Background: an optimization exercise with open tools, aiming at small area, a short achievable clock period and few clock cycles. Do not read the settings as production practice.
No functional check of the RTL was part of any run shown here.
Power figures rest on the tool's default switching activity, not on a simulated workload.

==> design.v <==
module iono_crc5 (
    input  wire [7:0] d2,
    input  wire [7:0] d1,
    input  wire [2:0] d0_top,
    output reg  [4:0] crc
);
    reg [23:0] v;
    reg [5:0]  r;
    integer    i;
    always @(*) begin
        v = {d2, d1, d0_top, 5'h07};
        r = {1'b0, v[23:19]};
        for (i = 18; i >= 0; i = i - 1) begin
            r = {r[4:0], v[i]};
            if (r[5]) r = r ^ 6'h35;
        end
        crc = r[4:0];
    end
endmodule
module iono_crc7 (
    input  wire [7:0] w1,
    input  wire [7:0] w0,
    output reg  [6:0] crc
);
    reg [23:0] v;
    reg [7:0]  t;
    reg [6:0]  acc;
    integer    i;
    always @(*) begin
        v   = {w1, w0, 8'h80};
        acc = 7'h7F;
        for (i = 23; i >= 0; i = i - 1) begin
            t = {acc, 1'b0};
            if (acc[6]) t = t ^ 8'hB7;
            t = t ^ {7'b0, v[i]};
            acc = t[6:0];
        end
        crc = acc;
    end
endmodule
module iono_xact (
    input  wire        clk,
    input  wire        rst,
    input  wire        req_valid,
    output wire        req_ready,
    input  wire [2:0]  req_op,
    input  wire        req_bank,
    input  wire [6:0]  req_cmd,
    input  wire [7:0]  req_reg,
    input  wire [7:0]  req_data,
    output reg         rsp_valid,
    output reg         rsp_ok,
    output reg  [7:0]  rsp_value,
    output wire        ex_valid,
    input  wire        ex_ready,
    output wire [1:0]  ex_cs,
    output wire [23:0] ex_tx,
    input  wire        ex_rvalid,
    input  wire [23:0] ex_rx,
    output reg  [1:0]  in_err,
    output reg  [1:0]  out_err,
    output reg  [1:0]  clr_pending,
    output reg  [7:0]  in_inputs0,
    output reg  [7:0]  in_inputs1
);
    localparam [2:0] OP_IN_READ   = 3'd0;
    localparam [2:0] OP_IN_WRITE  = 3'd1;
    localparam [2:0] OP_OUT_READ  = 3'd2;
    localparam [2:0] OP_OUT_WRITE = 3'd3;
    localparam [2:0] OP_OUT_CFG   = 3'd4;
    localparam [2:0] OP_CLEAR     = 3'd5;
    localparam [7:0]  OUT_CMD_READ_REG = 8'h7F;
    localparam [23:0] OUT_RT_FRAME     = 24'h050F03;   
    localparam [1:0]  ATTEMPTS_LAST    = 2'd2;
    reg        busy;       
    reg        vreq;       
    reg        rt;         
    reg        kin;        
    reg        wr;         
    reg        cfg;        
    reg        ldv;        
    reg        bank;
    reg [1:0]  attempt;
    reg        p1ok;       
    reg        go;         
    reg [15:0] f;          
    reg [6:0]  c;          
    wire rb = cfg && !wr;                             
    wire [7:0] tx_w1 = rb ? OUT_CMD_READ_REG : f[15:8];
    assign ex_tx     = rt ? OUT_RT_FRAME : {tx_w1, f[7:0], 1'b0, c};
    assign ex_cs     = {!kin, bank};
    assign ex_valid  = vreq || (ex_rvalid && rt);
    assign req_ready = !busy;
    wire       acc_req = !busy && req_valid;
    wire       op_in   = (req_op == OP_IN_READ) || (req_op == OP_IN_WRITE);
    wire       op_wr   = (req_op == OP_OUT_WRITE) || (req_op == OP_OUT_CFG);
    wire       kbit    = clr_pending[req_bank];
    reg  [7:0] nw1, nw0;
    always @(*) begin
        case (req_op)
            OP_IN_READ:  begin nw1 = {1'b0, req_cmd}; nw0 = 8'h00; end
            OP_IN_WRITE: begin nw1 = {1'b1, req_cmd}; nw0 = req_data; end
            OP_OUT_READ: begin nw1 = OUT_CMD_READ_REG; nw0 = req_reg; end
            default:     begin nw1 = {kbit, req_cmd}; nw0 = req_data; end
        endcase
    end
    wire [4:0] t5_cmd, t5_dat, t5_0;
    wire [6:0] t7_cmd, t7_dat, t7_reg, t7_0;
    wire [7:0] rsrc = busy ? rsp_value : req_reg;    
    iono_crc5 u_t5c (.d2({1'b0, req_cmd}), .d1(8'h00),    .d0_top(3'b000), .crc(t5_cmd));
    iono_crc5 u_t5d (.d2(8'h80),           .d1(req_data), .d0_top(3'b000), .crc(t5_dat));
    iono_crc5 u_t50 (.d2(8'h00),           .d1(8'h00),    .d0_top(3'b000), .crc(t5_0));
    iono_crc7 u_t7c (.w1({kbit, req_cmd}), .w0(8'h00),    .crc(t7_cmd));
    iono_crc7 u_t7d (.w1(8'h00),           .w0(req_data), .crc(t7_dat));
    iono_crc7 u_t7r (.w1(OUT_CMD_READ_REG), .w0(rsrc),    .crc(t7_reg));
    iono_crc7 u_t70 (.w1(8'h00),           .w0(8'h00),    .crc(t7_0));
    wire [4:0] c5_in = req_op[0] ? (t5_cmd ^ t5_dat ^ t5_0) : t5_cmd;
    wire [6:0] c7_wr = t7_cmd ^ t7_dat ^ t7_0;
    reg  [6:0] n_c;
    always @(*) begin
        if (busy)       n_c = t7_reg;
        else if (op_in) n_c = {2'b00, c5_in};
        else if (op_wr) n_c = c7_wr;
        else            n_c = t7_reg;
    end
    wire [4:0] rx_c5;
    wire [6:0] rx_c7;
    iono_crc5 u_rx5 (.d2(ex_rx[23:16]), .d1(ex_rx[15:8]), .d0_top(ex_rx[7:5]), .crc(rx_c5));
    iono_crc7 u_rx7 (.w1(ex_rx[23:16]), .w0(ex_rx[15:8]), .crc(rx_c7));
    wire ok5 = (rx_c5 == ex_rx[4:0]);
    wire ok7 = (rx_c7 == ex_rx[6:0]);
    wire eq  = (ex_rx[15:8] == f[15:8]);
    wire ex_acc   = ex_valid && ex_ready;
    wire echo     = busy && ex_rvalid;
    wire echo_p1  = echo && wr && rt;                 
    wire echo_fin = echo && !(wr && rt);              
    wire last     = (attempt == ATTEMPTS_LAST);
    wire att_ok   = kin ? ok5 : (ok7 && (p1ok || !wr));
    wire fin_ok   = att_ok && !(rb && !eq);           
    wire ends     = att_ok ? !(wr && cfg) : last;     
    always @(posedge clk) begin
        if (rst) begin
            busy        <= 1'b0;
            vreq        <= 1'b0;
            rt          <= 1'b0;
            go          <= 1'b0;
            rsp_valid   <= 1'b0;
            in_err      <= 2'b00;
            out_err     <= 2'b00;
            clr_pending <= 2'b00;
            in_inputs0  <= 8'd0;
            in_inputs1  <= 8'd0;
        end else begin
            rsp_valid <= 1'b0;
            go        <= 1'b0;
            if (ex_acc) begin
                vreq <= 1'b0;
                if (wr) rt <= !rt;
            end
            if (acc_req) begin
                bank    <= req_bank;
                attempt <= 2'd0;
                kin     <= op_in;
                wr      <= op_wr;
                cfg     <= (req_op == OP_OUT_CFG);
                ldv     <= (req_op == OP_IN_READ) || (req_op == OP_OUT_READ);
                rsp_ok  <= (req_op == OP_CLEAR);
                f       <= {nw1, nw0};
                c       <= n_c;
                case (req_op)
                    OP_OUT_WRITE: rsp_value <= req_data;
                    OP_OUT_CFG:   rsp_value <= req_reg;
                    default:      rsp_value <= 8'd0;
                endcase
                if (req_op == OP_CLEAR)
                    clr_pending[req_bank] <= 1'b1;
                if (req_op >= OP_CLEAR) begin
                    rsp_valid <= 1'b1;
                end else begin
                    busy <= 1'b1;
                    vreq <= 1'b1;
                end
            end
            if (echo_p1) begin
                p1ok <= ok7;
                if (!ex_ready) vreq <= 1'b1;
            end
            if (echo_fin) begin
                if (ldv || rb) rsp_value <= ex_rx[15:8];
                if (kin) begin
                    in_err[bank] <= !ok5;
                    if (ok5) begin
                        if (bank) in_inputs1 <= ex_rx[23:16];
                        else      in_inputs0 <= ex_rx[23:16];
                    end
                end else begin
                    out_err[bank] <= !fin_ok;
                    if (wr && att_ok && f[15]) clr_pending[bank] <= 1'b0;
                end
                rsp_ok    <= fin_ok;
                rsp_valid <= ends;
                busy      <= !ends;
                vreq      <= !att_ok && !last;            
                go        <= att_ok && wr && cfg;
                attempt   <= attempt + 2'd1;
            end
            if (go) begin
                f       <= {f[7:0], rsp_value};
                c       <= n_c;
                wr      <= 1'b0;
                attempt <= 2'd0;
                vreq    <= 1'b1;
            end
        end
    end
endmodule
==> flow/run.sh <==
#!/bin/bash
# The standard layout, with the smallest buffer on every input and output port
# (the standard flow's buffer_ports otherwise picks a larger delay buffer).
set -euo pipefail
export BUFFER_PORTS_ARGS="-buffer_cell sky130_fd_sc_hd__buf_1"
bash standard.sh > standard.log 2>&1
==> standard.sh <==
#!/bin/bash
# synth_recipe.tcl (not shown) runs the flow's synth.tcl, then flattens the netlist and writes it again
# the make line also repeats each setting of config.mk as NAME=value (left out here)
make -C /OpenROAD-flow-scripts/flow DESIGN_CONFIG=/design/flow/config.mk WORK_HOME=/design/flow/orfs CLKGATE_MAP_FILE= SYNTH_SCRIPT=/design/flow/synth_recipe.tcl "${@:-finish}"
==> config.mk <==
export PLATFORM = sky130hd
export DESIGN_NAME = iono_xact
export DESIGN_NICKNAME = iono_xact
export VERILOG_FILES = /design/flow/design.v
export SDC_FILE = /design/flow/constraint.sdc
export NUM_CORES = 4
export LEC_CHECK = 0
export CAP_MARGIN = 20
export CORE_MARGIN = 2
export CORE_UTILIZATION = 40
export SLEW_MARGIN = 20
==> constraint.sdc <==
create_clock -name core_clock -period 5.0 [get_ports {clk}]
set_input_delay 1.0000 -clock core_clock [delete_from_list [all_inputs] [get_ports {clk}]]
set_output_delay 1.0000 -clock core_clock [all_outputs]
set_load 0.01 [all_outputs]
==> results of run 1 <==
## through the flow
stage          utilization, %  instance area (sq um)  setup WS [ns]  std cells
4_1_cts                  46.0                   6340          0.956        850
3_3_place_gp             43.7                   6020          0.712        834
6_report                 46.1                   6340          0.953        850
2_1_floorplan               -                   5600           1.28        581
5_1_grt                  46.1                   6340          0.724        850
3_5_place_dp             43.7                   6020          0.617        834
## kinds of logic (layout without fill, tap and decap cells)
kind of cell,Yosys count,after routing,share of synthesized area [%]
XOR/XNOR,166,166,33.5
AND/OR/NAND/NOR,152,152,12.8
AO/OA/AOI/OAI,103,103,12.0
buffers and inverters,70,159,6.53
flip-flops,67,67,31.1
multiplexers,21,21,3.76
adder cells (fa/ha/maj),1,1,0.223
other,1,1,0.0670
## layout by cell type, fill, tap and decap left out, types with 11 or more instances in the layout
cell        n
inv_1      22
buf_1     114
mux2i_1    21
dfxtp_1    27
xnor2_1   104
xnor3_1    18
a21oi_1    31
edfxtp_1   40
o21ai_0    26
xor2_1     33
nand2_1    29
nor2_1     64
and3_1     11
## power groups by stage
| stage | clock network, mW | registers (mW) | logic (mW) |
|---|---|---|---|
| final | 0.674 | 0.667 | 0.925 |
| after global routing | 0.710 | 0.671 | 1.01 |
| after CTS | 0.683 | 0.666 | 0.920 |
| after detailed placement | 0 | 0.678 | 0.914 |
| after global placement | 0 | 0.678 | 0.898 |
| after floorplan | 0 | 0.665 | 0.747 |
## worst max-delay path: cells and delay by family
family	cells	cell delay, ns
buffers and inverters	1	0.39
and+or+nand+nor	2	0.37
AOI/OAI and AO/OA	3	1.05
xor gates and xnor gates	3	1.39
## state kept, by name, summed over array words and instances, names as in the netlist, 2 cells and up, named ones only
signal	flops
f	16
in_inputs0	8
clr_pending	2
c	7
attempt	2
rsp_value	8
in_inputs1	8
## layout make-up
class,count,share of cell area [%]
clock buffers,9,3.55
clock inverters,7,1.46
inverters,24,1.42
multi-input cells,444,55.2
flip-flops and latches,67,27.5
well taps,180,3.55
repair buffers,119,7.34
## worst max-delay path by stage
stage | from | to | slack, ns | depth (start not counted)
finish | ex_rx[23] | rsp_ok$_DFFE_PP_ | 0.95 | 9
global route | ex_rx[23] | go$_SDFF_PP0_ | 0.72 | 9
CTS | ex_rx[21] | in_inputs1[5]$_SDFFE_PP0P_ | 0.96 | 9
detailed placement | ex_rx[21] | in_inputs1[5]$_SDFFE_PP0P_ | 0.62 | 9
global placement | ex_rx[21] | in_inputs1[7]$_SDFFE_PP0P_ | 0.71 | 9
floorplan | ex_rx[17] | in_inputs0[3]$_SDFFE_PP0P_ | 1.28 | 10
## per-layer routing
metal / wire [um] / track usage [%] / part of all wire (%) / up-vias
met4: 254 / 6.11 / 1.7 / 0
met5: 0 / 0 / 0 / -
met3: 757 / 3.11 / 4.9 / 17
met2: 7150 / 33.7 / 47 / 156
li1: - / - / - / 2160
met1: 7150 / 29.2 / 47 / 2159
## Yosys cell counts (4+ instances only)
| library cell | instances | area (sq um) |
|---|---|---|
| buf_4 | 4 | 30.0 |
| xnor3_1 | 18 | 405 |
| inv_1 | 22 | 82.6 |
| a221o_1 | 8 | 80.1 |
| or2_2 | 9 | 56.3 |
| nor3b_1 | 4 | 30.0 |
| buf_6 | 5 | 56.3 |
| a22oi_1 | 6 | 45.0 |
| clkbuf_1 | 28 | 105 |
| clkbuf_8 | 4 | 55.1 |
| a21oi_1 | 31 | 155 |
| xor2_1 | 33 | 289 |
| edfxtp_1 | 40 | 1200 |
| nand2_1 | 29 | 109 |
| nor2b_1 | 10 | 62.6 |
| xnor2_1 | 104 | 911 |
| nor2_1 | 65 | 244 |
| nor3_1 | 8 | 40.0 |
| or3_1 | 4 | 25.0 |
| mux2i_1 | 21 | 210 |
| o21ai_0 | 26 | 130 |
| dfxtp_1 | 27 | 541 |
| o211ai_1 | 10 | 75.1 |
| and3_1 | 11 | 68.8 |
==> metrics.md, run 1 <==
| Metric | Value |
|---|---|
| Number of global-route vias before repair | 4,385 |
| Post_cts resized | 0 |
| Reg area | 1740 sq um |
| Warnings, synthesis | 3 |
| Post-synthesis register bit count | 67 |
| Drt first-iter violations | between 300 and 400 |
| # diodes | 0 |
| Worst Max-Slew Pin Slew | approximately 1.1 ns |
| Die area | 15,000 sq um |
| Global-route wire length before repair | 23,900 um |
| Core Footprint | 13,800 sq um |
| Fillers | approximately 1,400 |
| Comb power frac | 40.8% |
| Sequential power share | 29.4% |
| Hold path depth | 2 |
| CP required | 5.16 ns |
| Worst-path maximum fanout | 7 |
| Hold Crit Class | flip-flop to flip-flop |
| Clock power share | 29.7% |
| Dominant synthesized flop cell | edfxtp_1 |
| Multi-input logic area | roughly 3500 sq um |
| Max incr delay on CP | roughly 0.70 ns |
| Synthesized net count | between 600 and 700 |
| Final Setup Violations | 0 |
| Chip Width | 122 um |
| Drt drc | 0 |
| Share of cells above drive strength 1 | 5.82% |
| Worst r2r src | busy$_SDFFE_PP0P_ |
| Post-synth EDFFs | 40 |
| PortBufs | 114 |
| Sw Share | approximately a third |
| Initial Util | 40.6% |
| Synth Instances | 581 |
| Hold Startpoint | in_inputs0[2]$_SDFFE_PP0P_ |
| ANT nets after route | 0 |
| Drt pass-1 iters | 4 |
| Antenna violations before repair | 0 |
| Setup TNS | 0 ns |
| Max Clock Skew | 0.00914 ns |
| Pins Over Slew Limit | 0 |
| Mapped Area | between 5000 and 6000 sq um |
| Library cells used by synthesis | 54 |
| Switching power | 0.738 mW |
| Relative slew margins | 29.1% |
| CP cell instances | buf_1, xnor3_1, xnor2_1, xor3_1, nor3b_1, o211ai_1, a2111oi_0, nor2_1, o22ai_1 |
| Max_cap viols | 0 |
| TritonCTS Sinks | 67 |
| Clock buffer count from CTS | 9 |
| Die height | between 100 and 150 um |
| Vias per cell | 5.28 |
| Final wirelength | 15,300 um |
| Worst skew pair latency | 0.33 ns |
| Total GRT Usage | between 20% and 30% |
| Element type at the critical path end | flip-flop |
| Async set-or-reset flop fraction in the synthesized netlist | 0% |
| Via count | 4,492 |
| Startpoint types | input port |
| Post-CTS Setup Repair Bufs | 0 |
| Critical R2R Capture | c[5]$_DFFE_PP_ |
| Area grow syn2layout | 13.3% |
| Clock Tree Buf Depth | 2 |
| Crit path kind | input port to flip-flop |
| Post-route minimum period | 4.05 ns |
| CTS Hold Bufs | 0 |
| Outcome | finished clean |
| Hpwl dp | 12,000 um |
| RSZ-0062 raised after global routing | false |
| Placer Congestion | 0.882 |
| Overflow after GRT | 0 |
| R2r setup slk | 1.73 ns |
| IR drop worst, VDD | 0.000159 V |
| TritonCTS clock tree | done |
| Fin. Hold Viols | 0 |
| Fin Hold WS | 0.494 ns |
| P_int | 1.53 mW |
| Layout Nets | 722 |
| Num rows | 43 |
| Tcrit/Tclk final | 80.9% |
| P_leak | about 2.5 nW |
| H-tree levels | 3 |
| Register-to-Register Path Depth | 8 |
| WP data arrival | 4.21 ns |
| Power Total | roughly 2.3 mW |
| Num ports | approximately 120 |
| Hold Path Sink | in_inputs0[2]$_SDFFE_PP0P_ |
| Largest net degree at the start of global routing | 33 |
| CTS root buf | clkbuf_16 |
| Pwr per Cell Area | 357 nW/um^2 |
| Fmax | between 200 and 250 MHz |
| Slowest-stage cell, CP | a2111oi_0 |
| Mean post-synth cell area | slightly below 10 sq um |
| Worst-path clk slew | 0.06 ns |
| Sequential area share after synthesis | between 30% and 40% |
| Wire per inst | approximately 18 um |
==> run 2: changes to the inputs <==
--- a/config.mk
+++ b/config.mk
@@ -10,2 +10,3 @@
 export CORE_UTILIZATION = 40
+export SETUP_SLACK_MARGIN = 1.8
 export SLEW_MARGIN = 20
==> run 2 against run 1 <==
Compared with the run above:
- final cell count increased by 2.8%
- hold slack improved by 0.0084 ns
- register-to-register slack improved by 0.38 ns
- utilization increased by 3.3 points
- maximum frequency increased by 22%
- combinational power increased by 15%
- global-route usage decreased by 0.20 points
- non-clock buffer count increased by 24
- clock-buffer cell count increased by 2
- sequential cell count unchanged
- synthesized cell count unchanged
- via count increased by 2.6%
- critical endpoint is now vreq$_SDFF_PP0_
- largest power group unchanged
==> metrics.md, run 2 <==
| Metric | Value |
|---|---|
| Outcome | finished clean |
| Critical R2R Capture | c[5]$_DFFE_PP_ |
| Final Core Density | 49.4% |
| Worst skew pair latency | 0.33 ns |
| Async set-or-reset flop fraction in the synthesized netlist | 0% |
| Area grow syn2layout | 21.5% |
| Post-synth top area cell | edfxtp_1 |
| Pwr per Cell Area | 345 nW/um^2 |
| Num rows | 43 |
| Most common cell after layout, fill and taps aside | buf_1 |
| Commonest cells in the synthesized netlist | xnor2_1 (104), nor2_1 (65), edfxtp_1 (40) |
| Initial Util | 40.6% |
| Hold Crit Class | flip-flop to flip-flop |
| Antenna violations before repair | 0 |
| CTS root buf | clkbuf_16 |
| Hold Path Sink | in_inputs1[0]$_SDFFE_PP0P_ |
| Final wirelength | 15,600 um |
| Dominant synthesized flop cell | edfxtp_1 |
| RSZ-0062 raised after global routing | true |
| PortBufs | 114 |
| M2 GR Usage | between 30 and 40% |
| Synth Instances | roughly 580 |
| Core Footprint | 13,800 sq um |
| Final worst slack | approximately 1.7 ns |
| Tcrit/Tclk final | 66.4% |
| P_int | 1.56 mW |
| Hpwl dp | 11,900 um |
| Max FFs per register | 16 |
| Layout Nets | 746 |
| Number of global-route vias before repair | 4,341 |
| Worst-path maximum fanout | 4 |
| Startpoint types | input port |
| Die height | 122 um |
| Pins Over Slew Limit | 0 |
| Most flops, register | f |
| Setup WS pre-CTS | 0.713 ns |
| Post-synth EDFFs | 40 |
| Share of cells above drive strength 1 | between 15 and 20% |
| Layer with the highest usage | met2 |
| Sequential area share after synthesis | 31.1% |
| Via count | 4,611 |
| Most frequent cell after synthesis | xnor2_1 |
| Post-route minimum period | around 3.3 ns |
| Overflow after GRT | 0 |
| Switching power | 0.782 mW |
| Drt first-iter violations | approximately 350 |
| Library cells used by synthesis | 54 |
| Fin. Hold Viols | 0 |
| Chip Width | 122 um |
| Mean post-synth cell area | ~9.6 sq um |
| Worst-path clk slew | 0.06 ns |
| ANT nets after route | 0 |
| Max Clock Skew | roughly 0.0067 ns |
| TritonCTS clock tree | done |
| # diodes | 0 |
| Clock buffer count from CTS | 9 |
| Setup TNS | 0 ns |
| Sequential power share | 28.4% |
| Sw Share | about a third |
| Final Setup Violations | 0 |
| Drt drc | 0 |
| Power Total | 2.35 mW |
| R2r setup slk | between 2 and 2.5 ns |
| WP data arrival | approximately 3.5 ns |
| Warnings, synthesis | 3 |
| Global-route wire length before repair | 23,700 um |
| CTS Hold Bufs | 0 |
| H-tree levels | 3 |
| IR drop worst, VDD | 0.000198 V |
| Drt pass-1 iters | 5 |
| Mapped Area | ~5600 sq um |
| Crit. Startpoint | ex_rx[11] |
| Synthesized net count | 638 |
| Worst r2r src | busy$_SDFFE_PP0P_ |
| Most frequent cells in the layout | buf_1 (99), xnor2_1 (96), nor2_1 (63), edfxtp_1 (40), buf_4 (34) |
| Num ports | ~120 |
| Clock Tree Buf Depth | 2 |
| Finished layout cell area | 6800 sq um |
| P_leak | 2.73 nW |
| Worst Max-Slew Pin Slew | 0.939 ns |
| TritonCTS Sinks | 67 |
| Most area-consuming cells after synthesis | edfxtp_1 (21%), xnor2_1 (16%), dfxtp_1 (9.7%) |
| CP required | 5.22 ns |
| Largest net degree at the start of global routing | 33 |
| Register-to-Register Path Depth | 8 |
| Hold Startpoint | in_inputs1[0]$_SDFFE_PP0P_ |
| Grt met3 use | 3.86% |
| Synth top area share | 21.5% |
| Clock power share | 26.2% |
| Wire per inst | 17.8 um |
| Hold path depth | 2 |
| Crit path kind | input port to flip-flop |
| Die area | 15,000 sq um |
| Post-synthesis register bit count | 67 |
| Met1 usage | 28.9% |
| Max_cap viols | 0 |
| Element type at the critical path end | flip-flop |
| Comb power frac | 45.4% |
| Relative slew margins | a little under two fifths |
| Placer Congestion | 0.926 |
| Total GRT Usage | 20.7% |
| Vias per cell | 5.28 |
| Area after DPL | 6090 sq um |
| Fmax | 301 MHz |
run 2: routing by layer:
layer | wire length [um] | vias to the layer above | share of wire [%]
li1 | - | 2207 | -
met1 | 7000 | 2200 | 45
met2 | 7150 | 187 | 46
met3 | 1170 | 17 | 7.5
met4 | 230 | 0 | 1.5
met5 | 0 | - | 0
run 2: cell families after synthesis:
group / Yosys count / share of synthesized area, %
flops: 67 / 31.1
fa+ha+maj: 1 / 0.223
xor+xnor: 166 / 33.5
simple gates: 152 / 12.8
buf+inv: 70 / 6.53
compound gates: 103 / 12.0
mux: 21 / 3.76
other cells: 1 / 0.0670
run 2: stage by stage:
stage / hold slack (ns) / instances
finish: 0.503 / 874
floorplan: 0.517 / 581
global route: 0.540 / 874
global placement: 0.474 / 834
CTS: 0.508 / 864
detailed placement: 0.495 / 834
run 2: power by group through the flow:
| stage | Sequential, mW | Clock (mW) | Combinational (mW) |
|---|---|---|---|
| 2_1_floorplan | 0.665 | 0 | 0.771 |
| 3_3_place_gp | 0.678 | 0 | 0.914 |
| 3_5_place_dp | 0.679 | 0 | 0.928 |
| 4_1_cts | 0.668 | 0.623 | 1.02 |
| 5_1_grt | 0.671 | 0.641 | 1.15 |
| 6_report | 0.667 | 0.615 | 1.06 |
run 2: what timing repair did:
| action | 4_1_cts | 5_1_grt |
|---|---|---|
| setup buffers | 14 | 10 |
| resized for setup | 50 | 10 |
| pin swaps | 19 | 6 |
| setup endpoints to repair | 29 | 27 |
run 2: worst max-delay path by stage:
stage                                  to  cells past startpoint
6_report                  vreq$_SDFF_PP0_                     10
5_1_grt        in_inputs0[5]$_SDFFE_PP0P_                     10
4_1_cts        in_inputs0[5]$_SDFFE_PP0P_                     10
3_5_place_dp   in_inputs0[5]$_SDFFE_PP0P_                      9
3_3_place_gp   in_inputs0[5]$_SDFFE_PP0P_                      9
2_1_floorplan  in_inputs0[3]$_SDFFE_PP0P_                     10
run 2: critical path, cell delays in order:
cell and delay [ns]:
buf_12 0.09, xnor3_2 0.42, xor3_1 0.24, xor3_1 0.45
or3b_1 0.39, a211oi_2 0.27, buf_4 0.17, o211a_4 0.19
nor3_2 0.05, o31a_1 0.26
run 2: area by class of cell:
cell class / count / area (sq um)
multi-input combinational: 444 / 3710
clock buffer: 11 / 264
clock inverter: 5 / 30.0
tap: 180 / 225
fill: 1339 / 6970
inverter: 24 / 90.1
sequential: 67 / 1740
timing repair buffer: 143 / 744
==> run 3: changes to the inputs <==
--- a/design.v
+++ b/design.v
@@ -59,7 +59,7 @@
     input  wire [23:0] ex_rx,
-    output reg  [1:0]  in_err,
-    output reg  [1:0]  out_err,
-    output reg  [1:0]  clr_pending,
-    output reg  [7:0]  in_inputs0,
-    output reg  [7:0]  in_inputs1
+    output wire [1:0]  in_err,
+    output wire [1:0]  out_err,
+    output wire [1:0]  clr_pending,
+    output wire [7:0]  in_inputs0,
+    output wire [7:0]  in_inputs1
 );
@@ -84,6 +84,23 @@
     reg        p1ok;       
-    reg        go;         
     reg [15:0] f;          
     reg [6:0]  c;          
+    reg        retry;      
+    reg        go;         
+    reg        ok5r;       
+    reg        okor;       
+    reg [1:0]  pin;        
+    reg [1:0]  pout;       
+    reg [1:0]  pclr;       
+    reg [1:0]  upd;        
+    reg [7:0]  r0r;        
+    reg [1:0]  in_err_r, out_err_r, clr_r;
+    reg [7:0]  in0_r, in1_r;
     wire rb = cfg && !wr;                             
+    assign in_err[0]      = pin[0]  ? !ok5r : in_err_r[0];
+    assign in_err[1]      = pin[1]  ? !ok5r : in_err_r[1];
+    assign out_err[0]     = pout[0] ? !okor : out_err_r[0];
+    assign out_err[1]     = pout[1] ? !okor : out_err_r[1];
+    assign clr_pending    = clr_r & ~pclr;
+    assign in_inputs0     = upd[0] ? r0r : in0_r;
+    assign in_inputs1     = upd[1] ? r0r : in1_r;
     wire [7:0] tx_w1 = rb ? OUT_CMD_READ_REG : f[15:8];
@@ -91,3 +108,3 @@
     assign ex_cs     = {!kin, bank};
-    assign ex_valid  = vreq || (ex_rvalid && rt);
+    assign ex_valid  = vreq || retry || (ex_rvalid && rt);
     assign req_ready = !busy;
@@ -96,3 +113,3 @@
     wire       op_wr   = (req_op == OP_OUT_WRITE) || (req_op == OP_OUT_CFG);
-    wire       kbit    = clr_pending[req_bank];
+    wire       kbit    = clr_r[req_bank];      
     reg  [7:0] nw1, nw0;
@@ -137,20 +154,40 @@
     wire last     = (attempt == ATTEMPTS_LAST);
-    wire att_ok   = kin ? ok5 : (ok7 && (p1ok || !wr));
-    wire fin_ok   = att_ok && !(rb && !eq);           
-    wire ends     = att_ok ? !(wr && cfg) : last;     
+    wire okw      = ok7 && (p1ok || !wr);             
+    wire att_ok   = kin ? ok5 : okw;
+    wire [1:0] bk = {bank, !bank};
     always @(posedge clk) begin
         if (rst) begin
-            busy        <= 1'b0;
-            vreq        <= 1'b0;
-            rt          <= 1'b0;
-            go          <= 1'b0;
-            rsp_valid   <= 1'b0;
-            in_err      <= 2'b00;
-            out_err     <= 2'b00;
-            clr_pending <= 2'b00;
-            in_inputs0  <= 8'd0;
-            in_inputs1  <= 8'd0;
+            busy      <= 1'b0;
+            vreq      <= 1'b0;
+            rt        <= 1'b0;
+            retry     <= 1'b0;
+            go        <= 1'b0;
+            pin       <= 2'b00;
+            pout      <= 2'b00;
+            pclr      <= 2'b00;
+            upd       <= 2'b00;
+            rsp_valid <= 1'b0;
+            in_err_r  <= 2'b00;
+            out_err_r <= 2'b00;
+            clr_r     <= 2'b00;
+            in0_r     <= 8'd0;
+            in1_r     <= 8'd0;
         end else begin
-            rsp_valid <= 1'b0;
-            go        <= 1'b0;
+            in_err_r  <= in_err;
+            out_err_r <= out_err;
+            clr_r     <= clr_pending;
+            in0_r     <= in_inputs0;
+            in1_r     <= in_inputs1;
+            ok5r  <= ok5;
+            okor  <= okw && (eq || !rb);
+            r0r   <= ex_rx[23:16];
+            pin   <= (echo_fin && kin)  ? bk : 2'b00;
+            pout  <= (echo_fin && !kin) ? bk : 2'b00;
+            pclr  <= (echo_fin && wr && okw && f[15]) ? bk : 2'b00;
+            upd   <= (echo_fin && kin && ok5) ? bk : 2'b00;
+            retry <= echo_fin && !att_ok && !last;
+            go    <= echo_fin && okw && wr && cfg;
+            rsp_valid <= echo_fin && (att_ok ? !(wr && cfg) : last);
+            if (echo_fin)
+                rsp_ok <= att_ok && (eq || !rb);
             if (ex_acc) begin
@@ -175,3 +212,3 @@
                 if (req_op == OP_CLEAR)
-                    clr_pending[req_bank] <= 1'b1;
+                    clr_r[req_bank] <= 1'b1;
                 if (req_op >= OP_CLEAR) begin
@@ -189,18 +226,8 @@
                 if (ldv || rb) rsp_value <= ex_rx[15:8];
-                if (kin) begin
-                    in_err[bank] <= !ok5;
-                    if (ok5) begin
-                        if (bank) in_inputs1 <= ex_rx[23:16];
-                        else      in_inputs0 <= ex_rx[23:16];
-                    end
-                end else begin
-                    out_err[bank] <= !fin_ok;
-                    if (wr && att_ok && f[15]) clr_pending[bank] <= 1'b0;
-                end
-                rsp_ok    <= fin_ok;
-                rsp_valid <= ends;
-                busy      <= !ends;
-                vreq      <= !att_ok && !last;            
-                go        <= att_ok && wr && cfg;
-                attempt   <= attempt + 2'd1;
+            end
+            if (rsp_valid)
+                busy <= 1'b0;
+            if (retry) begin
+                attempt <= attempt + 2'd1;
+                if (!ex_ready) vreq <= 1'b1;
             end
==> run 3 against run 2 <==
Compared with the run above:
- still clean
- clock power up 12%
- synthesized cell count increased by 1.4%
- sequential power up 25%
- first-iteration DRC count is 6.0% lower
- critical path depth decreased by 2
- clock-buffer cell count shrank 1
- critical path type unchanged
==> metrics.md, run 3 <==
| Metric | Value |
|---|---|
| Met1 usage | around a quarter |
| Wire per inst | 17.9 um |
| Power Total | 2.20 mW |
| Area grow syn2layout | 14.0% |
| Max_cap viols | 0 |
| Synth top area share | 25.8% |
| Antenna violations before repair | 0 |
| RSZ-0062 raised after global routing | false |
| Mapped Area | between 5000 and 6000 sq um |
| Worst-path maximum fanout | 4 |
| Most area-consuming cells after synthesis | edfxtp_1 (26%), xnor2_1 (13%), dfxtp_1 (12%) |
| WP data arrival | 3.21 ns |
| Die area | ~16,000 sq um |
| Crit path kind | input port to flip-flop |
| Setup WS pre-CTS | 1.38 ns |
| Post-route minimum period | 3.13 ns |
| Max Clock Skew | 0.0108 ns |
| Post-CTS Setup Repair Bufs | 0 |
| Most common cell after layout, fill and taps aside | buf_1 |
| Finished Layout Cells | 861 |
| Final Core Density | 46.1% |
| Worst Max-Slew Pin Slew | 0.956 ns |
| Worst-path clk slew | 0.07 ns |
| Via count | between 4,000 and 5,000 |
| P_leak | 2.55 nW |
| Worst skew pair latency | 0.36 ns |
| M2 GR Usage | 33.9% |
| Fin Hold WS | 0.461 ns |
| Sequential area share after synthesis | 38.2% |
| Fmax | 320 MHz |
| # diodes | 0 |
| Clock buffer count from CTS | 9 |
| Number of global-route vias before repair | roughly 4,400 |
| CP required | 5.09 ns |
| Largest net degree at the start of global routing | 39 |
| Chip Width | 125 um |
| TritonCTS clock tree | done |
| ANT nets after route | 0 |
| Max incr delay on CP | 0.47 ns |
| Final wirelength | 15,400 um |
| Relative slew margins | 36.2% |
| Final worst slack | 1.87 ns |
| Num rows | 44 |
| Clock Tree Buf Depth | 2 |
| Drt first-iter violations | 331 |
| Layout Nets | 729 |
| Dominant synthesized flop cell | edfxtp_1 |
| Post-synth top area cell | edfxtp_1 |
| Element type at the critical path end | flip-flop |
| Num ports | 116 |
| Multi-input logic area | 3350 sq um |
| Hpwl dp | about 12,000 um |
| Drt drc | 0 |
| Overflow after GRT | 0 |
| CTS root buf | clkbuf_16 |
| Startpoint types | input port |
| Commonest cells in the synthesized netlist | xnor2_1 (83), nor2_1 (63), edfxtp_1 (50) |
| Max FFs per register | 16 |
| PortBufs | 114 |
| Most frequent cells in the layout | buf_1 (110), xnor2_1 (82), nor2_1 (62), edfxtp_1 (50), xor2_1 (48) |
| Most flops, register | f |
| IR drop worst, VDD | between 0.0002 and 0.00025 V |
| TritonCTS Sinks | 86 |
| Core Footprint | 14,400 sq um |
| Mean post-synth cell area | 9.87 sq um |
| Global-route wire length before repair | 24,200 um |
| Library cells used by synthesis | 52 |
| Warnings, synthesis | 3 |
| Post-synth EDFFs | 50 |
| Hold Crit Class | flip-flop to flip-flop |
| Drt pass-1 iters | 5 |
| CP cell instances | buf_1, xnor3_2, xnor2_2, xnor2_1, mux2i_1, a2bb2oi_1, o21a_1, o31ai_2 |
| Post-synthesis register bit count | 86 |
| Pins Over Slew Limit | 0 |
| Synth Instances | between 500 and 600 |
| Area after DPL | 6300 sq um |
| Grt met3 use | 4.98% |
| Synthesized net count | 646 |
| Total GRT Usage | 20.0% |
| Vias per cell | about 5.2 |
| Fillers | 1,416 |
| Async set-or-reset flop fraction in the synthesized netlist | 0% |
| Setup TNS | 0 ns |
| Share of cells above drive strength 1 | 10.3% |
| Layer with the highest usage | met2 |
| Initial Util | 40.4% |
| Most frequent cell after synthesis | xnor2_1 |
| Finished layout cell area | 6630 sq um |
| Die height | 125 um |
| Final Setup Violations | 0 |
| Slowest-stage cell, CP | xnor3_2 |
| Tcrit/Tclk final | 62.5% |
| Outcome | finished clean |
| H-tree levels | 3 |
| Reg area | 2220 sq um |
| Placer Congestion | 0.886 |
| Pwr per Cell Area | 332 nW/um^2 |
| Fin. Hold Viols | 0 |
| # placed instances | 845 |
==> run 3: layout make-up <==
| class | count | area share, % |
|---|---|---|
| clock inverters | 6 | 0.869 |
| well taps | 184 | 3.47 |
| repair buffers | 116 | 6.76 |
| clock buffers | 10 | 3.78 |
| flip-flops and latches | 86 | 33.5 |
| inverters | 19 | 1.08 |
| multi-input cells | 440 | 50.5 |
==> run 3: cells by family after synthesis <==
family | count (synthesis) | synth area share, %
simple gates | 179 | 15.0
buf+inv | 63 | 4.41
xor+xnor | 150 | 26.8
mux | 38 | 7.08
fa+ha+maj | 1 | 0.215
compound gates | 71 | 8.20
other cells | 1 | 0.0645
flops | 86 | 38.2
==> run 3: critical path: cells and delay by family <==
| kind | cells | cell delay, ns |
|---|---|---|
| mux | 1 | 0.23 |
| xor+xnor | 3 | 0.96 |
| buf+inv | 1 | 0.33 |
| compound gates | 3 | 0.70 |
==> run 3: path summary, 6_finish.rpt <==
| check | cells past startpoint | start | endpoint | slack [ns] |
|---|---|---|---|---|
| worst min-delay path | 1 | rsp_valid$_SDFF_PP0_ | busy$_SDFFE_PP0P_ | 0.46 |
| worst min register to register | 1 | rsp_valid$_SDFF_PP0_ | busy$_SDFFE_PP0P_ | 0.46 |
| worst max register to register | 7 | busy$_SDFFE_PP0P_ | c[6]$_DFFE_PP_ | 2.12 |
| worst max-delay path | 8 | ex_rx[9] | rsp_ok$_DFFE_PP_ | 1.87 |
==> run 3: per-layer routing <==
layer / up-vias / routed length (um) / part of all wire [%]
li1: 2150 / - / -
met5: - / 0 / 0
met3: 19 / 809 / 5.3
met2: 140 / 7600 / 49
met1: 2177 / 6720 / 44
met4: 0 / 240 / 1.6
==> run 3: report_power, final <==
group,leakage [nW],switching [mW],internal (mW)
Combinational,1.63,0.360,0.321
Sequential,0.770,0.0319,0.799
Clock,0.154,0.307,0.379
==> run 3: timing repair <==
action                                  CTS  global route
resized for setup                         1             4
endpoints found under the setup margin    2             1
cloned                                    0             0
hold buffers                              0             0
==> run 4: changes to the inputs <==
--- a/config.mk
+++ b/config.mk
@@ -10,3 +10,3 @@
 export CORE_UTILIZATION = 40
-export SETUP_SLACK_MARGIN = 1.8
+export SETUP_SLACK_MARGIN = 2.1
 export SLEW_MARGIN = 20
==> run 4 against run 3 <==
Compared with the run above:
- still clean on timing, DRC and antenna
- combinational power rose by 6.0%
- via count fell by 3.1%
- first-iteration DRC count decreased by 26%
- critical path depth stayed put
- setup slack better by 0.22 ns
- critical path type unchanged
==> metrics.md, run 4 <==
| Metric | Value |
|---|---|
| Most frequent cells in the layout | buf_1 (98), xnor2_1 (75), nor2_1 (62), edfxtp_1 (50), xor2_1 (47) |
| Comb power frac | between 30% and 40% |
| Mean post-synth cell area | 9.87 sq um |
| Met2 wire length | 7640 um |
| Worst skew pair latency | 0.35 ns |
| Share of cells above drive strength 1 | approximately 14% |
| Max_cap viols | 0 |
| Pwr per Cell Area | 335 nW/um^2 |
| Hold Crit Class | flip-flop to flip-flop |
| Vias per cell | 5.04 |
| Post-synthesis register bit count | 86 |
| Clock power share | 31.7% |
| Stages on the worst setup path | 8 |
| Worst r2r src | busy$_SDFFE_PP0P_ |
| Worst-path maximum fanout | 4 |
| Core Footprint | 14,400 sq um |
| Element type at the critical path end | flip-flop |
| Most flops, register | f |
| Sequential area share after synthesis | approximately two fifths |
| Dominant synthesized flop cell | edfxtp_1 |
| Most area-consuming cells after synthesis | edfxtp_1 (26%), xnor2_1 (13%), dfxtp_1 (12%) |
| Global-route wire length before repair | 24,600 um |
| Post-synth EDFFs | 50 |
| Register-to-Register Path Depth | 7 |
| Power Total | 2.27 mW |
| ANT nets after route | 0 |
| Via count | 4,346 |
| Switching power | 0.724 mW |
| Num ports | ~120 |
| Buf+Inv Stages, Crit Path | 1 |
| Fmax | roughly 340 MHz |
| Delay-heaviest family, CP | XOR/XNOR gates |
| Layout Nets | approximately 730 |
| Initial Util | 40.4% |
| Final worst slack | 2.10 ns |
| Crit path kind | input port to flip-flop |
| Antenna violations before repair | 0 |
| Final Setup Violations | 0 |
| Post-synth top area cell | edfxtp_1 |
| Most common cell after layout, fill and taps aside | buf_1 |
| Max FFs per register | 16 |
| TritonCTS Sinks | 86 |
| Most frequent cell after synthesis | xnor2_1 |
| Number of global-route vias before repair | 4,412 |
| Max incr delay on CP | around 0.49 ns |
| Area grow syn2layout | 16.8% |
| Drt drc | 0 |
| Max Clock Skew | 0.00797 ns |
| PortBufs | 114 |
| Setup TNS | 0 ns |
| Drt pass-1 iters | 4 |
| Sequential power share | 36.5% |
| Largest net degree at the start of global routing | 39 |
| Startpoint types | input port |
| Post-route minimum period | 2.90 ns |
| Die area | 15,500 sq um |
| Finished Layout Cells | 863 |
| CP required | 5.19 ns |
| CP cell instances | buf_2, xnor3_2, xor2_2, xnor2_1, or3_1, a2111o_1, o21a_1, o31ai_2 |
| P_int | between 1.5 and 2 mW |
| Hold Startpoint | rsp_valid$_SDFF_PP0_ |
| Overflow after GRT | 0 |
| WP data arrival | 3.09 ns |
| Drt first-iter violations | approximately 240 |
| P_leak | about 2.7 nW |
| Sw Share | a little under a third |
| # diodes | 0 |
| Final Core Density | 47.2% |
| IR drop worst, VDD | around 0.00017 V |
| Worst-path clk slew | about 0.070 ns |
| Mapped Area | slightly below 6000 sq um |
| # placed instances | 846 |
| Synth Instances | 589 |
| TritonCTS clock tree | done |
| Total GRT Usage | 20.3% |
| Library cells used by synthesis | 52 |
| Hold path depth | 1 |
| Clock Tree Buf Depth | 2 |
| Outcome | finished clean |
| Final wirelength | about 16,000 um |
| Slowest-stage cell, CP | xnor3_2 |
| Placer Congestion | between 0.8 and 0.9 |
| Max layer used | met4 |
| Chip Width | about 120 um |
| WL met3 | ~630 um |
| Warnings, synthesis | 3 |
| Relative slew margins | about a third |
| Synth top area share | 25.8% |
| H-tree levels | 3 |
| Worst Max-Slew Pin Slew | 0.987 ns |
| Hpwl dp | 12,300 um |
| Pins Over Slew Limit | 0 |
| Wire per inst | 18.1 um |
| CTS root buf | clkbuf_16 |
| Tcrit/Tclk final | approximately three fifths |
| Fin. Hold Viols | 0 |
| Num rows | 44 |
| Async set-or-reset flop fraction in the synthesized netlist | 0% |
| RSZ-0062 raised after global routing | true |
| Crit. Startpoint | ex_rx[20] |
| Setup WS pre-CTS | 1.50 ns |
| Commonest cells in the synthesized netlist | xnor2_1 (83), nor2_1 (63), edfxtp_1 (50) |
| Die height | 125 um |
| Synthesized net count | 646 |
| M1 WL | 7130 um |
| Clock buffer count from CTS | 9 |
## run 4: cell count changes in the layout (fill, tap and decap cells not counted), moves of 4 or more
cell	change
buf_1	-12
buf_2	+8
clkbuf_2	+4
xnor2_1	-7
xnor2_2	+6
## run 4: kinds of logic after synthesis
family          synth area share, %
compound gates                 8.20
xor+xnor                       26.8
fa+ha+maj                     0.215
buf+inv                        4.41
flops                          38.2
mux                            7.08
other cells                  0.0645
simple gates                   15.0
## run 4: area by class of cell
cell class	count	area, sq um
Clock buffer	11	275
Multi-Input combinational cell	440	3460
Clock inverter	5	51.3
Sequential cell	86	2220
Tap cell	184	230
Inverter	19	72.6
Fill cell	1352	7580
Timing Repair Buffer	118	478
## run 4: what timing repair did
item                                    4_1_cts  5_1_grt
hold buffers                                  0        0
resized for setup                            11       20
setup buffers                                 0        1
pin swaps                                     1        6
endpoints found under the setup margin       13        9
## run 4: worst paths after layout
check	slack, ns	end
min reg2reg	0.51	busy$_SDFFE_PP0P_
max reg2reg	2.42	c[6]$_DFFE_PP_
max	2.10	rsp_ok$_DFFE_PP_
min	0.51	busy$_SDFFE_PP0P_
## run 4: power by group through the flow
stage | clock (mW) | combinational (mW) | sequential [mW]
floorplan | 0 | 0.544 | 0.832
global placement | 0 | 0.688 | 0.845
detailed placement | 0 | 0.695 | 0.846
CTS | 0.739 | 0.709 | 0.831
global route | 0.759 | 0.785 | 0.835
finish | 0.722 | 0.722 | 0.830
## run 4: stage by stage
step	hold WS [ns]	cell area, sq um
6_report	0.508	6790
5_1_grt	0.522	6790
4_1_cts	0.517	6690
3_5_place_dp	0.499	6340
3_3_place_gp	0.501	6340
2_1_floorplan	0.464	5840
## run 4: routing by layer
| layer | up-vias | GRT usage (%) |
|---|---|---|
| met4 | 0 | 6.15 |
| met1 | 2068 | 27.3 |
| li1 | 2150 | - |
| met2 | 113 | 34.4 |
| met5 | - | 0 |
| met3 | 15 | 2.36 |
==> run 5: changes to the inputs <==
--- a/config.mk
+++ b/config.mk
@@ -10,3 +10,3 @@
 export CORE_UTILIZATION = 40
-export SETUP_SLACK_MARGIN = 2.1
+export SETUP_SLACK_MARGIN = 2.4
 export SLEW_MARGIN = 20
==> run 5 against run 4 <==
Compared with the run above:
- still clean on timing, DRC and antenna
- combinational power grew 7.2%
- sequential power is essentially flat
- hold slack lost 0.042 ns
- via count grew 3.8%
- final cell count grew 0.81%
- synthesized cell count is the same
- sequential share of layout area shrank 1.2 points
- largest power group unchanged
- highest routed layer unchanged
==> metrics.md, run 5 <==
| Metric | Value |
|---|---|
| Outcome | finished clean |
| CTS Hold Bufs | 0 |
| Largest net degree at the start of global routing | 39 |
| Worst-path clk slew | 0.07 ns |
| Switching power | 0.714 mW |
| Vias per cell | 5.19 |
| Layout Nets | 738 |
| Post-synth EDFFs | 50 |
| Area grow syn2layout | 21.4% |
| Critical R2R Capture | c[5]$_DFFE_PP_ |
| Tcrit/Tclk final | 55.7% |
| Chip Width | 125 um |
| Max incr delay on CP | 0.43 ns |
| Final Setup Violations | 0 |
| Fmax | around 360 MHz |
| Most area-consuming cells after synthesis | edfxtp_1 (26%), xnor2_1 (13%), dfxtp_1 (12%) |
| Dominant synthesized flop cell | edfxtp_1 |
| Element type at the critical path end | flip-flop |
| Worst skew pair latency | 0.35 ns |
| Async set-or-reset flop fraction in the synthesized netlist | 0% |
| Clock power share | 27.8% |
| Via count | 4,513 |
| Drt pass-1 iters | 4 |
| H-tree levels | 3 |
| Stages on the worst setup path | 9 |
| Final wirelength | approximately 16,000 um |
| Register-to-Register Path Depth | 7 |
| Slowest-stage cell, CP | xnor3_2 |
| PortBufs | roughly 110 |
| TritonCTS Sinks | 86 |
| Worst-path maximum fanout | 4 |
| Hold Startpoint | rsp_valid$_SDFF_PP0_ |
| Hpwl dp | 12,000 um |
| Most frequent cells in the layout | buf_1 (84), xnor2_1 (69), nor2_1 (61), edfxtp_1 (50), xor2_1 (43) |
| Mean post-synth cell area | about 10 sq um |
| Total GRT Usage | 20.7% |
| Setup WS pre-CTS | roughly 1.5 ns |
| Hold path depth | 1 |
| Synth top area share | ~26% |
| Share of cells above drive strength 1 | 20.6% |
| Sw Share | 32.1% |
| Drt first-iter violations | 282 |
| Startpoint types | input port |
| Synthesized net count | 646 |
| Warnings, synthesis | 3 |
| Sequential area share after synthesis | between 30% and 40% |
| R2r setup slk | 2.67 ns |
| Max FFs per register | 16 |
| Max Clock Skew | around 0.011 ns |
| Final worst slack | between 2 and 2.5 ns |
| Global-route wire length before repair | 24,900 um |
| Crit path kind | input port to flip-flop |
| Mapped Area | 5810 sq um |
| Clock buffer count from CTS | 9 |
| Num rows | 44 |
| TritonCTS clock tree | done |
| P_int | between 1.5 and 2 mW |
| Delay-heaviest family, CP | XOR/XNOR gates |
| Core Footprint | 14,400 sq um |
| Number of global-route vias before repair | 4,521 |
| Worst r2r src | busy$_SDFFE_PP0P_ |
| ANT nets after route | 0 |
| Max_cap viols | 0 |
| Setup TNS | 0 ns |
| Placer Congestion | 0.829 |
| CP cell instances | buf_8, xnor3_2, buf_4, xor2_1, xnor2_2, mux2i_1, a2bb2oi_2, a211o_4, nor4_4 |
| CTS root buf | clkbuf_16 |
| Sequential power share | ~37% |
| Wire per inst | 18.0 um |
| Buf+Inv Stages, Crit Path | 2 |
| Comb power frac | 34.8% |
| Library cells used by synthesis | 52 |
| WP data arrival | 3.04 ns |
| Most common cell after layout, fill and taps aside | buf_1 |
| Fin. Hold Viols | 0 |
| Clock Tree Buf Depth | 2 |
| Most frequent cell after synthesis | xnor2_1 |
| Synth Instances | 589 |
| Die area | about 16,000 sq um |
| Pwr per Cell Area | roughly 320 nW/um^2 |
| Post-synth top area cell | edfxtp_1 |
| Hold Crit Class | flip-flop to flip-flop |
| Overflow after GRT | 0 |
| Pins Over Slew Limit | 0 |
| CP required | 5.26 ns |
| Most flops, register | f |
| Initial Util | 40.4% |
| Final Core Density | 49.1% |
| Relative slew margins | 30.6% |
| Worst Max-Slew Pin Slew | 1.04 ns |
| Commonest cells in the synthesized netlist | xnor2_1 (83), nor2_1 (63), edfxtp_1 (50) |
| Die height | around 120 um |
| Num ports | 116 |
| Post-synthesis register bit count | 86 |
| Fin Hold WS | 0.466 ns |
| Post-route minimum period | between 2 and 3 ns |
| Drt drc | 0 |
| P_leak | 2.79 nW |
| Hold Path Sink | busy$_SDFFE_PP0P_ |
| Antenna violations before repair | 0 |
| IR drop worst, VDD | 0.000201 V |
| RSZ-0062 raised after global routing | true |
| # diodes | 0 |
run 5: what timing repair did:
item / CTS / global route
resized for setup: 56 / 27
pin swaps: 11 / 4
setup buffers: 7 / 3
setup endpoints to repair: 33 / 42
run 5: worst register-to-register path, cell delays in order, from the launching register on:
cell      delay [ns]
dfxtp_2         0.50
clkinv_2        0.31
mux2i_2         0.34
xnor2_2         0.14
xnor2_1         0.30
xnor2_1         0.21
xnor2_1         0.17
o22ai_1         0.10
run 5: metal layers:
layer  part of all wire (%)  vias to the layer above  global-route usage [%]
li1                       -                     2164                       -
met1                     48                     2204                    28.8
met2                     46                      132                    32.3
met3                    4.2                       13                    3.57
met4                    1.7                        0                    7.60
met5                      0                        -                       0
run 5: logic make-up (layout without fill, tap and decap cells):
kind of cell / after synthesis / in the layout / share of synthesized area [%]
adder cells (fa/ha/maj): 1 / 1 / 0.215
other: 1 / 1 / 0.0645
buffers and inverters: 63 / 160 / 4.41
flip-flops: 86 / 86 / 38.2
XOR/XNOR: 150 / 150 / 26.8
AND/OR/NAND/NOR: 179 / 179 / 15.0
AO/OA/AOI/OAI: 71 / 71 / 8.20
multiplexers: 38 / 38 / 7.08
run 5: final cells by class:
cell class	instances	area [sq um]
clock buffers	10	229
clock inverters	6	38.8
fillers	1325	7310
inverters	19	72.6
multi-input cells	440	3660
flip-flops and latches	86	2220
well taps	184	230
repair buffers	125	597
run 5: how the worst max path moves through the flow:
stage | startpoint | end
floorplan | ex_rx[20] | rsp_ok$_DFFE_PP_
global placement | ex_rx[22] | pclr[0]$_SDFF_PP0_
detailed placement | ex_rx[10] | pclr[0]$_SDFF_PP0_
CTS | ex_rx[21] | rsp_ok$_DFFE_PP_
global route | ex_rx[21] | rsp_valid$_SDFF_PP0_
finish | ex_rx[21] | pclr[0]$_SDFF_PP0_
run 5: power groups by stage:
stage | clock network [mW] | registers, mW | logic [mW]
4_1_cts | 0.629 | 0.833 | 0.732
3_5_place_dp | 0 | 0.847 | 0.689
5_1_grt | 0.652 | 0.837 | 0.840
2_1_floorplan | 0 | 0.832 | 0.553
6_report | 0.619 | 0.832 | 0.774
3_3_place_gp | 0 | 0.846 | 0.679
run 5: metrics by stage:
stage                     power [mW]  cell area, sq um  instances
after detailed placement        1.54              6400        844
final                           2.23              7050        870
after floorplan                 1.38              5950        589
after global placement          1.52              6400        844
after global routing            2.33              7050        870
after CTS                       2.19              6890        867
==> run 6: changes to the inputs <==
--- a/config.mk
+++ b/config.mk
@@ -10,3 +10,3 @@
 export CORE_UTILIZATION = 40
-export SETUP_SLACK_MARGIN = 2.4
+export SETUP_SLACK_MARGIN = 2.7
 export SLEW_MARGIN = 20
==> run 6 against run 5 <==
Compared with the run above:
- sequential cell count unchanged
- die area unchanged
- first-iteration DRC count decreased by 26%
- still clean
- non-clock buffer count increased by 24
- hold slack got worse by 0.022 ns
- maximum frequency decreased by 5.0%
==> metrics.md, run 6 <==
| Metric | Value |
|---|---|
| Outcome | finished clean |
| RSZ-0062 raised after global routing | true |
| Hpwl dp | between 10,000 and 15,000 um |
| Die height | 125 um |
| Sequential area share after synthesis | 38.2% |
| Worst-path maximum fanout | 3 |
| Synthesized net count | between 600 and 700 |
| Mapped Area | 5810 sq um |
| Vias per cell | 5.23 |
| Setup WS pre-CTS | 1.55 ns |
| Most frequent cell after synthesis | xnor2_1 |
| Chip Width | 125 um |
| Overflow after GRT | 0 |
| Final Core Density | 55.0% |
| PortBufs | around 110 |
| Core Footprint | between 10,000 and 15,000 sq um |
| ANT nets after route | 0 |
| Mean post-synth cell area | 9.87 sq um |
| Via count | 4,688 |
| Area after DPL | between 6000 and 7000 sq um |
| Num ports | 116 |
| Power Total | 2.45 mW |
| Xor and xnor fraction of the mapped netlist area | between 20% and 30% |
| Drt drc | 0 |
| Max FFs per register | 16 |
| Fmax | around 340 MHz |
| Max Clock Skew | between 0.015 and 0.02 ns |
| CTS root buf | clkbuf_16 |
| Initial Util | 40.4% |
| Global-route wire length before repair | around 26,000 um |
| Post-synth top area cell | edfxtp_1 |
| Die area | 15,500 sq um |
| Placer Congestion | 0.891 |
| Wire per inst | roughly 19 um |
| Tcrit/Tclk final | 58.6% |
| Post-synthesis register bit count | 86 |
| Post-synth EDFFs | 50 |
| Clock buffer count from CTS | 9 |
| Most flops, register | f |
| WP data arrival | 3.01 ns |
| Share of cells above drive strength 1 | 32.7% |
| P_leak | ~3.2 nW |
| Max_cap viols | 0 |
| Startpoint types | input port |
| Worst skew pair latency | between 0.3 and 0.4 ns |
| Pins Over Slew Limit | 0 |
| TritonCTS Sinks | 86 |
| Warnings, synthesis | 3 |
| Relative slew margins | 61.7% |
| Finished layout cell area | a little under 8000 sq um |
| Layout Nets | 764 |
| Pwr per Cell Area | 310 nW/um^2 |
| Proportion of synthesized area in mux cells | between 7 and 8% |
| Hold Crit Class | flip-flop to flip-flop |
| Async set-or-reset flop fraction in the synthesized netlist | 0% |
| Library cells used by synthesis | 52 |
| Element type at the critical path end | flip-flop |
| Synth Instances | 589 |
| Clock Tree Buf Depth | 2 |
| Drt pass-1 iters | 4 |
| CP required | 5.08 ns |
| Dominant synthesized flop cell | edfxtp_1 |
| Final wirelength | 16,900 um |
| Worst-path clk slew | roughly 0.060 ns |
| Fin. Hold Viols | 0 |
| Most frequent cells in the layout | buf_1 (66), nor2_1 (57), xnor2_1 (50), edfxtp_1 (50), xor2_1 (40) |
| Final worst slack | 2.07 ns |
| Largest net degree at the start of global routing | 32 |
| Worst Max-Slew Pin Slew | 0.574 ns |
| Synth top area share | 25.8% |
| Crit path kind | input port to flip-flop |
| Antenna violations before repair | 0 |
| Total GRT Usage | 21.1% |
| Most area-consuming cells after synthesis | edfxtp_1 (26%), xnor2_1 (13%), dfxtp_1 (12%) |
| Drt first-iter violations | around 210 |
| Commonest cells in the synthesized netlist | xnor2_1 (83), nor2_1 (63), edfxtp_1 (50) |
| Synth Area in Simple Gates | 15.0% |
| Post-synthesis compound-gate area fraction | 8.20% |
| H-tree levels | 3 |
| Number of global-route vias before repair | 4,724 |
| # diodes | 0 |
| Setup TNS | 0 ns |
| IR drop worst, VDD | 0.000152 V |
| Fillers | 1,245 |
| Num rows | 44 |
| Adder-cell share of the synthesized area | 0.215% |
| Largest family of logic cells by synthesized area | XOR/XNOR gates |
| TritonCTS clock tree | done |
| Most common cell after layout, fill and taps aside | buf_1 |
| Post-route minimum period | 2.93 ns |
| Area grow syn2layout | 36.0% |
| Final Setup Violations | 0 |
[run 6: cell counts after synthesis]
Identical to the previous run, type by type.
[run 6: cells by family after synthesis]
family	count (synthesis)
flip-flops	86
adder cells (fa/ha/maj)	1
buffers and inverters	63
AO/OA/AOI/OAI	71
other	1
XOR/XNOR	150
AND/OR/NAND/NOR	179
multiplexers	38
[run 6: worst max-delay path, cell delays in order]
cell       delay [ns]
buf_12           0.08
xnor3_2          0.47
buf_6            0.15
buf_6            0.12
xor2_4           0.15
xnor2_2          0.22
mux2i_1          0.26
a2bb2oi_2        0.27
o21a_1           0.21
o31ai_2          0.08
[run 6: per-layer routing]
metal / global-route usage (%) / share of wire [%] / wire length, um
met1: 28.3 / 43 / 7300
met5: 0 / 0 / 0
met2: 36.0 / 50 / 8430
met4: 5.62 / 2.1 / 361
met3: 2.96 / 4.6 / 784
[run 6: final cells by class]
cell class / instances / area (sq um) / share of cell area (%)
timing repair buffer: 149 / 963 / 12.2
clock buffer: 11 / 254 / 3.21
tap: 184 / 230 / 2.91
multi-input combinational: 442 / 4100 / 51.9
clock inverter: 5 / 40.0 / 0.506
inverter: 19 / 80.1 / 1.01
sequential: 86 / 2230 / 28.3
[run 6: path summary, 6_finish.rpt]
kind / slack (ns) / from / cells past startpoint / to
hold / removal: 0.44 / rsp_valid$_SDFF_PP0_ / 1 / busy$_SDFFE_PP0P_
hold reg to reg: 0.44 / rsp_valid$_SDFF_PP0_ / 1 / busy$_SDFFE_PP0P_
setup / recovery: 2.07 / ex_rx[20] / 10 / rsp_ok$_DFFE_PP_
setup reg to reg: 2.66 / busy$_SDFFE_PP0P_ / 8 / c[5]$_DFFE_PP_
[run 6: through the flow]
| step | std cells | hold WS, ns |
|---|---|---|
| floorplan | 589 | 0.464 |
| global placement | 846 | 0.447 |
| detailed placement | 846 | 0.465 |
| CTS | 888 | 0.463 |
| global route | 896 | 0.467 |
| finish | 896 | 0.443 |
[run 6: repair_timing]
item | 4_1_cts | 5_1_grt
gates cloned | 2 | 0
gates resized for setup | 129 | 57
endpoints found under the setup margin | 112 | 68
hold buffers | 0 | 0
setup buffers | 24 | 8
pin swaps | 41 | 24
[run 6: power breakdown]
part           internal [mW]  switching (mW)  leakage (nW)
clock network          0.372           0.302         0.146
logic                  0.485           0.465          2.27
registers              0.798          0.0311         0.772

port drivers added, routing unchanged:
In the flow no input, the clock included, has a driving cell. The finished layouts below were timed again as built, in two steps.
Step 1, drivers: a clkbuf_16 drives clk and a buf_2 each remaining input, both assumed.
Step 2 also shifts input and output timing later by t, the mid clock arrival at the registers, as if the neighbouring blocks saw the same clock.
a / b / c = ideal ports / drivers / drivers and shift; a / b = the first two.
run | t, ns | slack for setup (ns) | hold slack, ns | worst setup path at the end | clock arrival spread, ns
run 1 | 0.359 | 0.953 / 0.966 / 0.607 | 0.494 / 0.494 / 0.494 | input to register | 0.010 / 0.010
run 2 | 0.365 | 1.678 / 1.649 / 1.284 | 0.503 / 0.503 / 0.503 | input to register | 0.007 / 0.007
run 3 | 0.391 | 1.874 / 1.889 / 1.498 | 0.461 / 0.461 / 0.461 | input to register | 0.011 / 0.012
run 4 | 0.384 | 2.095 / 2.112 / 1.728 | 0.508 / 0.508 / 0.508 | input to register | 0.008 / 0.008
run 5 | 0.389 | 2.216 / 2.193 / 1.804 | 0.466 / 0.466 / 0.466 | input to register | 0.011 / 0.011
run 6 | 0.388 | 2.071 / 2.013 / 1.625 | 0.443 / 0.443 / 0.443 | input to register | 0.017 / 0.016
After both steps setup and hold are still met in every run listed. The setup slack of run 6, which loses most, moves by -0.058 ns with the drivers and by -0.446 ns with both steps.
